This is an optimization exercise on Yosys and OpenROAD, whose aim is small area, a short achievable clock period and few clock cycles per item, not a production implementation.
Function was checked by simulation only, so behaviour that the tests miss may differ from the original.

`flow/constraint.sdc`:
```
create_clock -name core_clock -period 12.0 [get_ports {clk}]
set_input_delay 2.4000 -clock core_clock [delete_from_list [all_inputs] [get_ports {clk}]]
set_output_delay 2.4000 -clock core_clock [all_outputs]
set_load 0.01 [all_outputs]
```
`flow/design.v`:
```
module dlink_rx #(
    parameter MAX_PAYLOAD = 4096,
    parameter DEF_W       = 8,
    parameter DEF_H       = 8,
    parameter DEF_FMT     = 0
) (
    input  wire        clk,
    input  wire        rst,
    input  wire        in_valid,
    input  wire [7:0]  in_data,
    output wire        in_ready,
    output reg         fb_we,
    output wire [15:0] fb_addr,
    output reg  [7:0]  fb_wdata,
    output reg  [7:0]  fb_wmask,
    output reg         err_valid,
    output reg  [2:0]  err_code,
    output reg         ntf_params,
    output reg         ntf_frame,
    output reg         ss_enabled,
    output reg  [15:0] ss_width,
    output reg  [15:0] ss_height,
    output reg  [2:0]  ss_fmt,
    output reg  [1:0]  ss_rot,
    output reg  [7:0]  ss_indev,
    output reg  [15:0] drop_count
);
    localparam [2:0] E_LENGTH = 3'd2, E_WINDOW = 3'd3, E_FORMAT = 3'd4,
                     E_SHORT  = 3'd5, E_INIT   = 3'd6, E_POINT  = 3'd7;
    localparam [1:0] S_SEEK = 2'd0, S_HDR = 2'd1, S_PAY = 2'd2, S_EXEC = 2'd3;
    localparam [3:0] X_ALIGN = 4'd0, X_INIT = 4'd1, X_ROW = 4'd2, X_CAP = 4'd3,
                     X_WIN   = 4'd4, X_COL  = 4'd5, X_Y   = 4'd6, X_H   = 4'd7,
                     X_PT    = 4'd8, X_PY   = 4'd9, X_PW  = 4'd10;
    reg [1:0]  st;
    reg        have_aa;
    reg [2:0]  hcnt;
    reg        pk;             
    reg        lbad, lzero;
    reg [2:0]  rcnt;           
    reg        pend_len;       
    reg [7:0]  A [0:7];        
    reg [12:0] rem;
    reg [3:0]  idx;
    reg [2:0]  cmd;            
    reg        fin;            
    reg        win_ok;
    reg [15:0] stride;
    reg [15:0] wf;             
    reg [15:0] we_;            
    reg [15:0] nrs;            
    reg [15:0] cursor;
    reg [15:0] col;            
    reg [15:0] wreg;           
    reg [1:0]  phase;          
    reg [3:0]  xs;
    reg [16:0] T;              
    reg [16:0] m;
    reg [15:0] Q;
    reg        ovf, movf, cinf;
    reg [1:0]  pw;             
    assign fb_addr = T[15:0];
    wire       pkd  = (ss_fmt == 3'd2) || (ss_fmt == 3'd3);
    wire [1:0] bsel = (ss_fmt == 3'd0) ? 2'd2 : (ss_fmt == 3'd1) ? 2'd3 : 2'd1;
    wire [15:0] a_x = {A[1], A[0]};
    wire [15:0] a_y = {A[3], A[2]};
    wire [15:0] a_w = {A[5], A[4]};
    wire [15:0] a_h = {A[7], A[6]};
    wire       i_pkd = (A[4] == 8'd2) || (A[4] == 8'd3);
    wire [1:0] i_b   = (A[4] == 8'd0) ? 2'd2 : (A[4] == 8'd1) ? 2'd3 : 2'd1;
    wire       rsc       = (rcnt != 3'd0);
    assign     in_ready  = !rsc && ((st == S_SEEK) || (st == S_PAY) ||
                                    (st == S_HDR && (hcnt != 3'd4 || (pk && !lbad))));
    wire       take      = in_valid && in_ready;
    wire       have_byte = rsc || take;
    wire [7:0] b         = rsc ? A[4] : in_data;
    wire        is_pt  = (cmd == 3'd5);
    wire [15:0] v_w    = is_pt ? 16'd1 : a_w;
    wire [15:0] v_h    = is_pt ? 16'd1 : a_h;
    wire [16:0] sx     = {1'b0, a_x} + {1'b0, v_w};
    wire [16:0] sy     = {1'b0, a_y} + {1'b0, v_h};
    wire        v_ok   = (v_w != 16'd0) && (v_h != 16'd0) &&
                         (sx <= {1'b0, ss_width}) && (sy <= {1'b0, ss_height}) &&
                         (!pkd || is_pt || (a_x[2:0] == 3'd0 &&
                                            (a_w[2:0] == 3'd0 || sx == {1'b0, ss_width})));
    wire        q_add  = Q[0];
    wire [17:0] t_sum  = {1'b0, T} + (q_add ? {1'b0, m} : 18'd0) + {17'd0, cinf};
    wire        q_last = (Q[15:1] == 15'd0);
    wire        pix_end = pkd || (phase == bsel - 2'd1);
    wire        row_end = pkd ? (col[15:4] == 12'd0 && !(col[3] && col[2:0] != 3'd0))
                              : (col == 16'd1 && pix_end);
    wire        last_row = (nrs == we_);
    wire [15:0] row_base = last_row ? wf : nrs;
    wire        wr_data = (cmd == 3'd3) || (cmd == 3'd4 && idx[3] && win_ok);
    wire        last    = (rem == 13'd1);
    integer i;
    always @(posedge clk) begin
        fb_we      <= 1'b0;
        err_valid  <= 1'b0;
        ntf_params <= 1'b0;
        ntf_frame  <= 1'b0;
        if (rst) begin
            st         <= S_SEEK;
            have_aa    <= 1'b0;
            hcnt       <= 3'd0;
            pk         <= 1'b0;
            rcnt       <= 3'd0;
            pend_len   <= 1'b0;
            ss_enabled <= 1'b0;
            ss_width   <= DEF_W;
            ss_height  <= DEF_H;
            ss_fmt     <= DEF_FMT;
            ss_rot     <= 2'd0;
            ss_indev   <= 8'd0;
            drop_count <= 16'd0;
        end else begin
            if (have_byte && st != S_PAY) begin
                for (i = 0; i < 7; i = i + 1)
                    A[i] <= A[i+1];
                A[7] <= b;
            end
            if (rsc)
                rcnt <= rcnt - 3'd1;
            if (have_byte && pend_len && !rsc) begin
                pend_len  <= 1'b0;
                err_valid <= 1'b1;
                err_code  <= E_LENGTH;
            end
            case (st)
            S_SEEK: if (have_byte) begin
                if (have_aa && b == 8'h55) begin
                    have_aa <= 1'b0;
                    hcnt    <= 3'd0;
                    st      <= S_HDR;
                end else if (b == 8'hAA) begin
                    if (have_aa) drop_count <= drop_count + 16'd1;
                    have_aa <= 1'b1;
                end else begin
                    drop_count <= drop_count + (have_aa ? 16'd2 : 16'd1);
                    have_aa    <= 1'b0;
                end
            end
            S_HDR: begin
                if (hcnt != 3'd4) begin
                    if (have_byte) hcnt <= hcnt + 3'd1;
                end else if (!pk) begin
                    if (in_valid) begin
                        pk    <= 1'b1;
                        lbad  <= (in_data != 8'd0) || (A[7] != 8'd0) || (A[6] > 8'd16) ||
                                 (A[6] == 8'd16 && A[5] != 8'd0);
                        lzero <= (in_data == 8'd0) && (A[7] == 8'd0) && (A[6] == 8'd0) &&
                                 (A[5] == 8'd0);
                    end
                end else if (lbad) begin
                    pk       <= 1'b0;
                    pend_len <= 1'b1;
                    rcnt     <= 3'd4;
                    st       <= S_SEEK;
                end else if (take) begin
                    pk   <= 1'b0;
                    rem  <= {A[6][4:0], A[5]};
                    idx  <= 4'd0;
                    fin  <= 1'b0;
                    cmd  <= 3'd0;
                    if (A[4] == 8'h01 || (ss_enabled && A[4] >= 8'h02 && A[4] <= 8'h05))
                        cmd <= A[4][2:0];
                    if (lzero) begin
                        st <= S_SEEK;
                        if (A[4] == 8'h01) begin
                            err_valid <= 1'b1;
                            err_code  <= E_SHORT;
                        end else if (ss_enabled && A[4] == 8'h03) begin
                            ntf_frame <= 1'b1;
                        end else if (ss_enabled && (A[4] == 8'h02 || A[4] == 8'h04 || A[4] == 8'h05)) begin
                            err_valid <= 1'b1;
                            err_code  <= E_SHORT;
                        end
                    end else
                        st <= S_PAY;
                end
            end
            S_PAY: if (take) begin
                rem <= rem - 13'd1;
                if (!idx[3]) begin
                    idx <= idx + 4'd1;
                    for (i = 0; i < 7; i = i + 1)
                        A[i] <= A[i+1];
                    A[7] <= b;
                end
                if (wr_data) begin
                    fb_we    <= 1'b1;
                    T[15:0]  <= cursor;
                    fb_wdata <= b;
                    fb_wmask <= 8'hFF;
                    if (row_end) begin
                        cursor <= row_base;
                        nrs    <= row_base + stride;
                        col    <= wreg;
                        phase  <= 2'd0;
                    end else begin
                        cursor <= cursor + 16'd1;
                        if (pix_end) begin
                            phase <= 2'd0;
                            col   <= col - (pkd ? 16'd8 : 16'd1);
                        end else
                            phase <= phase + 2'd1;
                    end
                end
                if (cmd == 3'd4 && idx == 4'd7) begin
                    fin <= last;
                    xs  <= X_WIN;
                    st  <= S_EXEC;
                end else if (last) begin
                    st <= S_SEEK;
                    case (cmd)
                    3'd1: if (idx < 4'd6) begin
                              err_valid <= 1'b1;
                              err_code  <= E_SHORT;
                          end else begin
                              xs <= (idx == 4'd6) ? X_ALIGN : X_INIT;
                              st <= S_EXEC;
                          end
                    3'd2, 3'd5:
                          if (idx < 4'd7) begin
                              err_valid <= 1'b1;
                              err_code  <= E_SHORT;
                          end else begin
                              xs <= (cmd == 3'd2) ? X_WIN : X_PT;
                              st <= S_EXEC;
                          end
                    3'd3: ntf_frame <= 1'b1;
                    3'd4: if (idx < 4'd7) begin
                              err_valid <= 1'b1;
                              err_code  <= E_SHORT;
                          end else if (win_ok)
                              ntf_frame <= 1'b1;
                          else begin
                              err_valid <= 1'b1;
                              err_code  <= E_WINDOW;
                          end
                    default: ;
                    endcase
                end
            end
            S_EXEC: begin
                T    <= t_sum[16:0];
                ovf  <= ovf | t_sum[17] | (q_add & movf);
                m    <= {m[15:0], 1'b0};
                movf <= movf | m[16];
                Q    <= {1'b0, Q[15:1]};
                cinf <= 1'b0;
                case (xs)
                X_ALIGN: begin
                    for (i = 0; i < 7; i = i + 1)
                        A[i] <= A[i+1];
                    xs <= X_INIT;
                end
                X_INIT: begin
                    if (A[4] > 8'd4) begin
                        err_valid  <= 1'b1;
                        err_code   <= E_FORMAT;
                        ss_enabled <= 1'b0;
                        ntf_params <= 1'b1;
                        st         <= S_SEEK;
                    end else if (A[5] > 8'd3 || a_x == 16'd0 || a_y == 16'd0) begin
                        err_valid  <= 1'b1;
                        err_code   <= E_INIT;
                        ss_enabled <= 1'b0;
                        ntf_params <= 1'b1;
                        st         <= S_SEEK;
                    end else begin
                        T    <= 17'd0;
                        m    <= i_pkd ? {4'd0, a_x[15:3]} : {1'b0, a_x};
                        Q    <= i_pkd ? 16'd1 : {14'd0, i_b};
                        cinf <= i_pkd && (a_x[2:0] != 3'd0);
                        ovf  <= 1'b0;
                        movf <= 1'b0;
                        xs   <= X_ROW;
                    end
                end
                X_ROW: if (q_last) begin
                    stride <= t_sum[15:0];
                    T      <= 17'd0;
                    m      <= t_sum[16:0];
                    movf   <= t_sum[17];
                    Q      <= a_y;
                    xs     <= X_CAP;
                end
                X_CAP: if (q_last) begin
                    st         <= S_SEEK;
                    ntf_params <= 1'b1;
                    if (ovf || t_sum[17] || (q_add && movf) ||
                        (t_sum[16] && t_sum[15:0] != 16'd0)) begin
                        err_valid  <= 1'b1;
                        err_code   <= E_INIT;
                        ss_enabled <= 1'b0;
                    end else begin
                        ss_enabled <= 1'b1;
                        ss_width   <= a_x;
                        ss_height  <= a_y;
                        ss_fmt     <= A[4][2:0];
                        ss_rot     <= A[5][1:0];
                        ss_indev   <= A[6];
                        wf         <= 16'd0;
                        cursor     <= 16'd0;
                        nrs        <= stride;
                        we_        <= t_sum[15:0];
                        col        <= a_x;
                        wreg       <= a_x;
                        phase      <= 2'd0;
                    end
                end
                X_WIN, X_PT: begin
                    if (!v_ok) begin
                        win_ok <= 1'b0;
                        if (cmd == 3'd4 && !fin)
                            st <= S_PAY;
                        else begin
                            st        <= S_SEEK;
                            err_valid <= 1'b1;
                            err_code  <= is_pt ? E_POINT : E_WINDOW;
                        end
                    end else begin
                        T  <= 17'd0;
                        m  <= pkd ? {4'd0, a_x[15:3]} : {1'b0, a_x};
                        Q  <= pkd ? 16'd1 : {14'd0, bsel};
                        xs <= X_COL;
                    end
                end
                X_COL: if (q_last) begin
                    m  <= {1'b0, stride};
                    Q  <= a_y;
                    xs <= is_pt ? X_PY : X_Y;
                end
                X_Y: if (q_last) begin
                    wf     <= t_sum[15:0];
                    cursor <= t_sum[15:0];
                    nrs    <= t_sum[15:0] + stride;
                    m      <= {1'b0, stride};
                    Q      <= a_h;
                    xs     <= X_H;
                end
                X_H: if (q_last) begin
                    we_    <= t_sum[15:0];
                    col    <= a_w;
                    wreg   <= a_w;
                    phase  <= 2'd0;
                    win_ok <= 1'b1;
                    if (cmd == 3'd4 && !fin)
                        st <= S_PAY;
                    else begin
                        st <= S_SEEK;
                        if (cmd == 3'd4) ntf_frame <= 1'b1;
                    end
                end
                X_PY: if (q_last) begin
                    fb_we    <= 1'b1;
                    fb_wdata <= pkd ? {8{A[4][0]}} : A[4];
                    fb_wmask <= pkd ? (8'h80 >> A[0][2:0]) : 8'hFF;
                    pw       <= pkd ? 2'd0 : bsel - 2'd1;
                    cinf     <= 1'b1;
                    if (pkd || bsel == 2'd1) begin
                        ntf_frame <= 1'b1;
                        st        <= S_SEEK;
                    end else
                        xs <= X_PW;
                end
                X_PW: begin
                    fb_we    <= 1'b1;
                    fb_wdata <= A[5];
                    A[5]     <= A[6];
                    pw       <= pw - 2'd1;
                    cinf     <= 1'b1;
                    if (pw == 2'd1) begin
                        ntf_frame <= 1'b1;
                        st        <= S_SEEK;
                    end
                end
                default: st <= S_SEEK;
                endcase
            end
            endcase
        end
    end
endmodule
```
`flow/run.sh`:
```
#!/bin/bash
# synth_recipe.tcl (not shown) runs the flow's synth.tcl, then flattens the netlist and writes it again
# the make line also repeats each setting of config.mk as NAME=value (left out here)
make -C /OpenROAD-flow-scripts/flow DESIGN_CONFIG=/design/flow/config.mk WORK_HOME=/design/flow/orfs CLKGATE_MAP_FILE= SYNTH_SCRIPT=/design/flow/synth_recipe.tcl finish
```
`flow/config.mk`:
```
export PLATFORM = sky130hd
export DESIGN_NAME = dlink_rx
export DESIGN_NICKNAME = dlink_rx
export VERILOG_FILES = /design/flow/design.v
export SDC_FILE = /design/flow/constraint.sdc
export NUM_CORES = 4
export LEC_CHECK = 0
export CAP_MARGIN = 20
export CORE_MARGIN = 2
export CORE_UTILIZATION = 40
export SLEW_MARGIN = 20
```
==> results.toml <==
[timing]
setup_tns_ns = 0
slew_headroom = 0.255
fin_crit_ns = 6.81
finalHoldViolCount = 0
rsz0062_at_grt = "false"
worst_slack_ns = 5.19
skew_ns = 0.0250
worst_pin_slew_ns = 1.10
period_share = 0.567
setup_viol = 0
fmax_ghz = 0.147
finalMaxSlewViolations = 0

[synthesis]
synthXorXnorAreaFrac = 0.0466
synth_fa_ha_area_frac = 0.0719
synth_edf_count = 280
avgSynthCellArea_um2 = 9.40
synth-simple-area-share = 0.169
synthesis.instances = 2520
syn-num-nets = 2663
yosysSeqAreaShare = 0.420
synth-compound-area-share = 0.172
async_flop_share = 0
ys_ff_latch = 357
synth_top_family_by_area = "compound AO/OA/AOI/OAI gates"
ys.flop_type = "edfxtp_1"
synth_cell_type_count = 82
synth.mux.area_fraction = 0.0745
synth_area_um2 = 23700
yosys_warnings = 2

[cts]
ctsResizeCount = 0
cts_setup_buffers = 0
tritoncts = "built"
cts_buffers = 44
hold_buffers = 0
clock_path_buffers = 3
numClockSinks = 357
clkTransAtPathRegs_ns = 0.06
clockRootBuffer = "clkbuf_16"
h-tree-depth = 2
clock_latency_ns = 0.59

[setup_path]
crit_arrival_ns = 7.14
end_kind = "flip-flop"
r2r_end = "m[1]"
crit_family = "compound AO/OA/AOI/OAI gates"
r2r_setup_slack_ns = 5.19
cp-start-kind = "flip-flop"
timing.rr.start = "cmd[2]"
cp_num_buf_inv = 2
worstSetupPathType = "reg -> reg"
path_max_fanout = 37
slowest_delay_ns = 0.52
cpMostUsedCell = "a21oi_1"
cp.required_ns = 12.33
slowest_stage = "edfxtp_1"
cp.depth = 26
reg2regPathDepth = 26

[die]
core_area_um2 = 58800
rows = 89
dieWidth_um = 247
dieArea_um2 = 61200
dieHeight_um = 247
initial_core_util = 0.403
ioPinCount = 113

[layout]
nFillCells = 5633
nets = 2716
antenna_cells = 0
top_regs = "A (64), T (17), m (17)"
fin_util = 0.459
area.growth.synth_to_final_pct = 13.8
layout_common_cells = "edfxtp_1, nand2_1, nor2_1, o21ai_0, a21oi_1"
final_cell_area_um2 = 27000
mostFrequentLayoutCell = "edfxtp_1"
largest_reg_flops = 64
top_register = "A"
drive_gt1_frac = 0.0893

[routing]
first_iter_violations = 1956
wl_met1_mm = 33.3
route.vias.total = 20100
ant_nets = 0
drc = 0
via_per_inst = 5.93
wl_met3_mm = 5.78
routed.top_layer = "met4"
routed_wl_mm = 77.6
met2WireLength_mm = 35.7
wire_per_inst_um = 22.9
drt_first_pass_iters = 6

[placed_design]
port_buffers = 112
gp_congestion = 0.917
place_ws_ns = 5.36
post_dp_cell_area_um2 = 25600
dpl.hpwl_mm = 55.2

[min_path]
hold_path.class = "reg -> reg"
holdPathEnd = "drop_count[1]"
worstHoldStart = "drop_count[1]"
whs_path_depth = 2

[global_route]
grtUsageTotal = 0.250
grt-ovfl-total = 0
first_global_vias = 19300
grt_start_max_net_pins = 86
antenna_found_initial = 0
grt_pass1_wl_mm = 117

[power_and_ir_drop]
p_total_mw = 5.20
p_leak_nw = 9.90
power_density_nw_per_um2 = 193
ir_drop_mv = 0.194

[job]
max-cap-violations = 0

[status]
status = "no timing/DRC/antenna violations"
[cell type report]
cell class | count | area (um2) | share of cell area
repair buffers | 168 | 1540 | 0.0570
multi-input cells | 1900 | 12700 | 0.472
clock buffers | 58 | 1240 | 0.0458
clock inverters | 24 | 179 | 0.00663
well taps | 773 | 967 | 0.0359
flip-flops and latches | 357 | 9950 | 0.369
inverters | 102 | 383 | 0.0142
[layer usage]
layer,track usage,vias up
met4,0.0918,0
met5,0,-
met3,0.0400,160
met1,0.335,9674
li1,-,9320
met2,0.408,898
[power breakdown]
part	internal (mW)	switching, mW
clock network	0.770	0.558
logic	0.911	1.17
registers	1.51	0.278
[cells in the mapped netlist, types with 22 or more instances]
master / n / area share
a21oi_1: 172 / 0.036
xor2_1: 44 / 0.016
edfxtp_1: 280 / 0.35
dfxtp_1: 77 / 0.065
nand4_1: 22 / 0.0058
a22oi_1: 23 / 0.0073
nor2_1: 224 / 0.035
ha_1: 125 / 0.066
nand2_1: 257 / 0.041
a21o_1: 25 / 0.0079
nand2b_1: 32 / 0.0084
o21ai_0: 181 / 0.038
and2_1: 58 / 0.015
inv_1: 101 / 0.016
a211oi_1: 22 / 0.0070
mux2_2: 68 / 0.032
xnor2_1: 82 / 0.030
mux2i_1: 100 / 0.042
a22o_1: 26 / 0.0096
nor2b_1: 33 / 0.0087
nor4_1: 25 / 0.0066
nor3_1: 49 / 0.010
nand3_1: 50 / 0.011
clkbuf_1: 123 / 0.019
[worst reg2reg max path, stage by stage (launching register included)]
cell	delay, ns
edfxtp_1	0.52
nand3b_1	0.14
buf_4	0.35
nand2_1	0.18
inv_1	0.08
ha_1	0.22
a21o_1	0.16
a21oi_1	0.26
o21bai_1	0.10
a21oi_1	0.25
o21ai_0	0.21
a41oi_1	0.33
a211oi_1	0.15
a21bo_2	0.21
a21oi_1	0.17
xnor2_1	0.09
ha_1	0.30
nand4_1	0.09
or3_1	0.40
o31ai_1	0.24
a211oi_1	0.11
a21oi_1	0.17
nand4b_1	0.41
a21oi_1	0.34
nand2_1	0.21
or2_1	0.51
a211o_1	0.38
[per-stage QoR]
stage / instances / hold WS [ns]
after floorplan: 2520 / 0.480
after global placement: 3300 / 0.481
after detailed placement: 3300 / 0.491
after CTS: 3382 / 0.504
after global routing: 3382 / 0.527
final: 3382 / 0.499
[cell families (layout without fill, tap and decap cells)]
| family | Yosys count | in the layout |
|---|---|---|
| muxes | 168 | 168 |
| AOI/OAI and AO/OA | 634 | 634 |
| adders and majority gates | 132 | 132 |
| xor gates and xnor gates | 126 | 126 |
| and+or+nand+nor | 840 | 840 |
| DFF | 357 | 357 |
| buffers and inverters | 263 | 352 |
[how the worst max path moves through the flow]
stage           start     end  slack [ns]
6_report       cmd[2]    m[1]        5.19
3_5_place_dp   cmd[2]    m[1]        5.36
2_1_floorplan     rst  we_[0]        4.08
5_1_grt        cmd[2]    m[1]        4.69
3_3_place_gp   cmd[2]    m[1]        5.47
4_1_cts        cmd[2]    m[1]        5.31
Testbench counts, summed over its fixed seeds: cycles 117,007, bytes 112,114.

==> port drivers added, routing unchanged <==
The flow's constraints put no driver on any port. The routed layout listed below was extracted and timed again, unchanged, in two steps. Step 1 assumes that a clkbuf_16 drives the clock port and a buf_2 every other input. Step 2 adds t to the input delays and takes it off the output delays; t is the mean of the earliest and latest rising clock arrival at the registers after step 1. Input paths then give back, and output paths get back, about the clock's delay inside the block. Three values: ideal ports, drivers, drivers and shift; two values: the first two.
shift t [ns]: 0.639
setup WS [ns]: 5.191 / 5.191 / 5.191
worst setup path after step 2: register to register
worst register clock-pin slew, ns: 0.06 / 0.06
pins driven straight from the clock port: 1
After both steps setup and hold are still met in this run. For this run, drivers alone change the setup slack by 0.000 ns; drivers and shift together by 0.000 ns.
